Source: an optimization exercise on an open RTL-to-GDS flow (aim: small area). Production flows keep margins and buffers that such runs may drop.
In this exercise RTL edits were held to simulation tests only and were not proved equivalent to the original.
Power and IR drop assume default switching activity.

==> flow/design.v (excerpt) <==
module cklink (
    input             clk,
    input             rst,
    input             cmd_valid,
    input      [23:0] cmd_word,
    output            cmd_ready,
    output reg        rsp_valid,
    output     [15:0] rsp_word,
    output            busy,
    output            mem_req,
    output            mem_we,
    output reg [15:0] mem_addr,
    output     [7:0]  mem_wdata,
    input             mem_ack,
    input      [7:0]  mem_rdata,
    output            tx_valid,
    output reg [7:0]  tx_data,
    input             tx_ready,
    input             rx_valid,
    input      [7:0]  rx_data,
    output            rx_pop,
    input      [31:0] now_ms
);
Settings: LEC_CHECK=0, CAP_MARGIN=20, CORE_MARGIN=2, CORE_UTILIZATION=70, SLEW_MARGIN=20; clock period 10.0 ns.
standard.sh (not shown) runs the stock make flow with config.mk's settings and CLKGATE_MAP_FILE= SYNTH_SCRIPT=/design/flow/synth_recipe.tcl, a recipe that flattens the netlist after the stock synthesis.
==> flow/flow/run.sh <==
#!/bin/bash
# Standard ORFS layout (standard synthesis, floorplan, power grid and taps),
# with three changes:
#  - ports are buffered with the smallest buffer instead of clkdlybuf4s50_1,
#  - CTS uses clkbuf_4 and inserts no dummy loads,
#  - cells off the critical paths are downsized before detailed placement.
set -euo pipefail
here=$(pwd)
bash standard.sh \
  "BUFFER_PORTS_ARGS=-buffer_cell sky130_fd_sc_hd__buf_1" \
  "CTS_ARGS=-sink_clustering_enable -repair_clock_nets -dont_use_dummy_load -buf_list sky130_fd_sc_hd__clkbuf_4" \
  "PRE_DETAIL_PLACE_TCL=$here/flow/recover.tcl" \
  finish > "$here/run_standard.log" 2>&1
==> flow/flow/recover.tcl <==
# Downsize cells on paths with timing slack before detailed placement.
estimate_parasitics -placement
repair_timing -recover_power 100
Rerun with:
==> flow/run.sh (new file) <==
#!/bin/bash
# synth_recipe.tcl (not shown) runs the flow's synth.tcl, then flattens the netlist and writes it again
# the make line also repeats each setting of config.mk as NAME=value (left out here)
make -C /OpenROAD-flow-scripts/flow DESIGN_CONFIG=/design/flow/config.mk WORK_HOME=/design/flow/orfs CLKGATE_MAP_FILE= SYNTH_SCRIPT=/design/flow/synth_recipe.tcl finish
CTS_BUF_LIST = sky130_fd_sc_hd__clkbuf_4   (was unset)
removed: flow/flow/run.sh
removed: flow/flow/recover.tcl
removed: flow/standard.sh
What happened: Routed wire length went up by 5.8%; non-clock buffer count went up by 1; count of clock-buffer cells in the layout went up by 28; clock power went up by 35%; setup slack is better by 230 ps; global-route usage went up by 3.0 points.

* * *

== the baseline ==
cklink, a different RTL version from the one above (not shown whole).
For scale: ~1,100 cells after synthesis, roughly 230 flip-flops, ~130 I/O pins.
==> flow/design.v (excerpt) <==
module cklink (
    input             clk,
    input             rst,
    input             cmd_valid,
    input      [23:0] cmd_word,
    output            cmd_ready,
    output reg        rsp_valid,
    output     [15:0] rsp_word,
    output            busy,
    output            mem_req,
    output            mem_we,
    output reg [15:0] mem_addr,
    output     [7:0]  mem_wdata,
    input             mem_ack,
    input      [7:0]  mem_rdata,
    output            tx_valid,
    output reg [7:0]  tx_data,
    input             tx_ready,
    input             rx_valid,
    input      [7:0]  rx_data,
    output            rx_pop,
    input      [31:0] now_ms
);
==> flow/config.mk <==
export PLATFORM = sky130hd
export DESIGN_NAME = cklink
export DESIGN_NICKNAME = cklink
export VERILOG_FILES = /design/flow/design.v
export SDC_FILE = /design/flow/constraint.sdc
export NUM_CORES = 4
export LEC_CHECK = 0
export ABC_AREA = 1
export ABC_CLOCK_PERIOD_IN_PS = 10000
export CAP_MARGIN = 20
export CORE_MARGIN = 2
export CORE_UTILIZATION = 70
export SETUP_SLACK_MARGIN = 0.2
export SLEW_MARGIN = 20
==> flow/constraint.sdc <==
create_clock -name core_clock -period 10.0 [get_ports {clk}]
set_input_delay 2.0000 -clock core_clock [delete_from_list [all_inputs] [get_ports {clk}]]
set_output_delay 2.0000 -clock core_clock [all_outputs]
set_load 0.01 [all_outputs]
==> flow/flow/run.sh <==
#!/bin/bash
# ORFS layout with the standard synthesis script and standard floorplan,
# power grid and taps, and these changes:
#  - synthesis maps the logic with an area-oriented ABC script (abc_area.script:
#    amap, no buffering or upsizing); registers are mapped as in the standard flow,
#  - ports are buffered with the smallest buffer instead of clkdlybuf4s50_1,
#  - CTS uses clkbuf_8 with clusters of up to 16 sinks and inserts no dummy loads,
#  - cells off the critical paths are downsized before detailed placement.
# Each make run's full output goes to a log file here; ORFS keeps each tool's
# log under orfs/logs.
set -euo pipefail
here=$(pwd)
rm -rf "$here/scripts_abc"
cp -r "$FLOW_HOME/scripts" "$here/scripts_abc"
cp "$here/flow/abc_area.script" "$here/scripts_abc/abc_area.script"
bash standard.sh "SCRIPTS_DIR=$here/scripts_abc" synth > "$here/run_synth.log" 2>&1
bash standard.sh \
  "BUFFER_PORTS_ARGS=-buffer_cell sky130_fd_sc_hd__buf_1" \
  "CTS_ARGS=-sink_clustering_enable -repair_clock_nets -dont_use_dummy_load -buf_list sky130_fd_sc_hd__clkbuf_8 -sink_clustering_size 16 -sink_clustering_max_diameter 60" \
  "PRE_DETAIL_PLACE_TCL=$here/flow/recover.tcl" \
  finish > "$here/run_layout.log" 2>&1
==> flow/flow/abc_area.script <==
strash
dch -f
amap -F 10 -A 20
strash
dch -f
amap -F 10 -A 20
topo
stime -c
dnsize -c
==> flow/flow/recover.tcl <==
# Downsize cells on paths with timing slack before detailed placement.
estimate_parasitics -placement
repair_timing -recover_power 100
## Diff of input files: the candidate against the baseline
==> flow/run.sh (new file) <==
#!/bin/bash
# synth_recipe.tcl (not shown) runs the flow's synth.tcl, then flattens the netlist and writes it again
# the make line also repeats each setting of config.mk as NAME=value (left out here)
make -C /OpenROAD-flow-scripts/flow DESIGN_CONFIG=/design/flow/config.mk WORK_HOME=/design/flow/orfs CLKGATE_MAP_FILE= SYNTH_SCRIPT=/design/flow/synth_recipe.tcl finish
diff --git a/flow/config.mk b/flow/config.mk
--- a/flow/config.mk
+++ b/flow/config.mk
@@ -11,4 +11,4 @@
 export CORE_MARGIN = 2
 export CORE_UTILIZATION = 70
-export SETUP_SLACK_MARGIN = 0.2
+export CTS_BUF_LIST = sky130_fd_sc_hd__clkbuf_4
 export SLEW_MARGIN = 20
removed: flow/flow/run.sh
removed: flow/flow/abc_area.script
removed: flow/flow/recover.tcl
removed: flow/standard.sh
[summary]
Looking at reported combinational group power, the candidate sits 24% higher than the baseline does. Going from the baseline to the candidate, number of standard cells in the final layout excluding fillers now sits higher, final area up about 17%, total detailed-routing wirelength rose by 8.7%, post-synthesis instance area went up 12%. The baseline reports its critical-path cell with the highest stage delay as fa_1 while the candidate reports dfxtp_1. Most common library cell in the layout ignoring fill and taps: edfxtp_1 -> the baseline, nand2_1 -> the candidate. Of the baseline and the candidate, the baseline shows the lower part of the total power dissipated in the clock network, with the candidate above it. Taking the baseline as the reference, in the candidate overall routing resource usage fell 1.2 points, met3 demand-to-capacity share in global routing fell 2.3 points.

re-timing with driven ports:
The flow's constraints put no driver on any port. The routed layouts listed below were extracted and timed again, unchanged, in two steps. Step 1 assumes that a clkbuf_16 drives the clock port and a buf_2 every other input. Step 2 also shifts input and output timing later by t, the mid clock arrival at the registers, as if the neighbouring blocks saw the same clock. Three values: ideal, step 1, step 2; two values: the first two.
run	shift t [ns]	slack for setup (ns)	pins driven straight from the clock port
the first run of note 1	0.702	0.344 / 0.344 / 0.344	1
the second run of note 1	0.728	0.575 / 0.575 / 0.575	1
the baseline	0.573	0.660 / 0.660 / 0.660	1
the candidate	0.742	0.952 / 0.952 / 0.952	1
After both steps setup and hold are still met in every run listed.
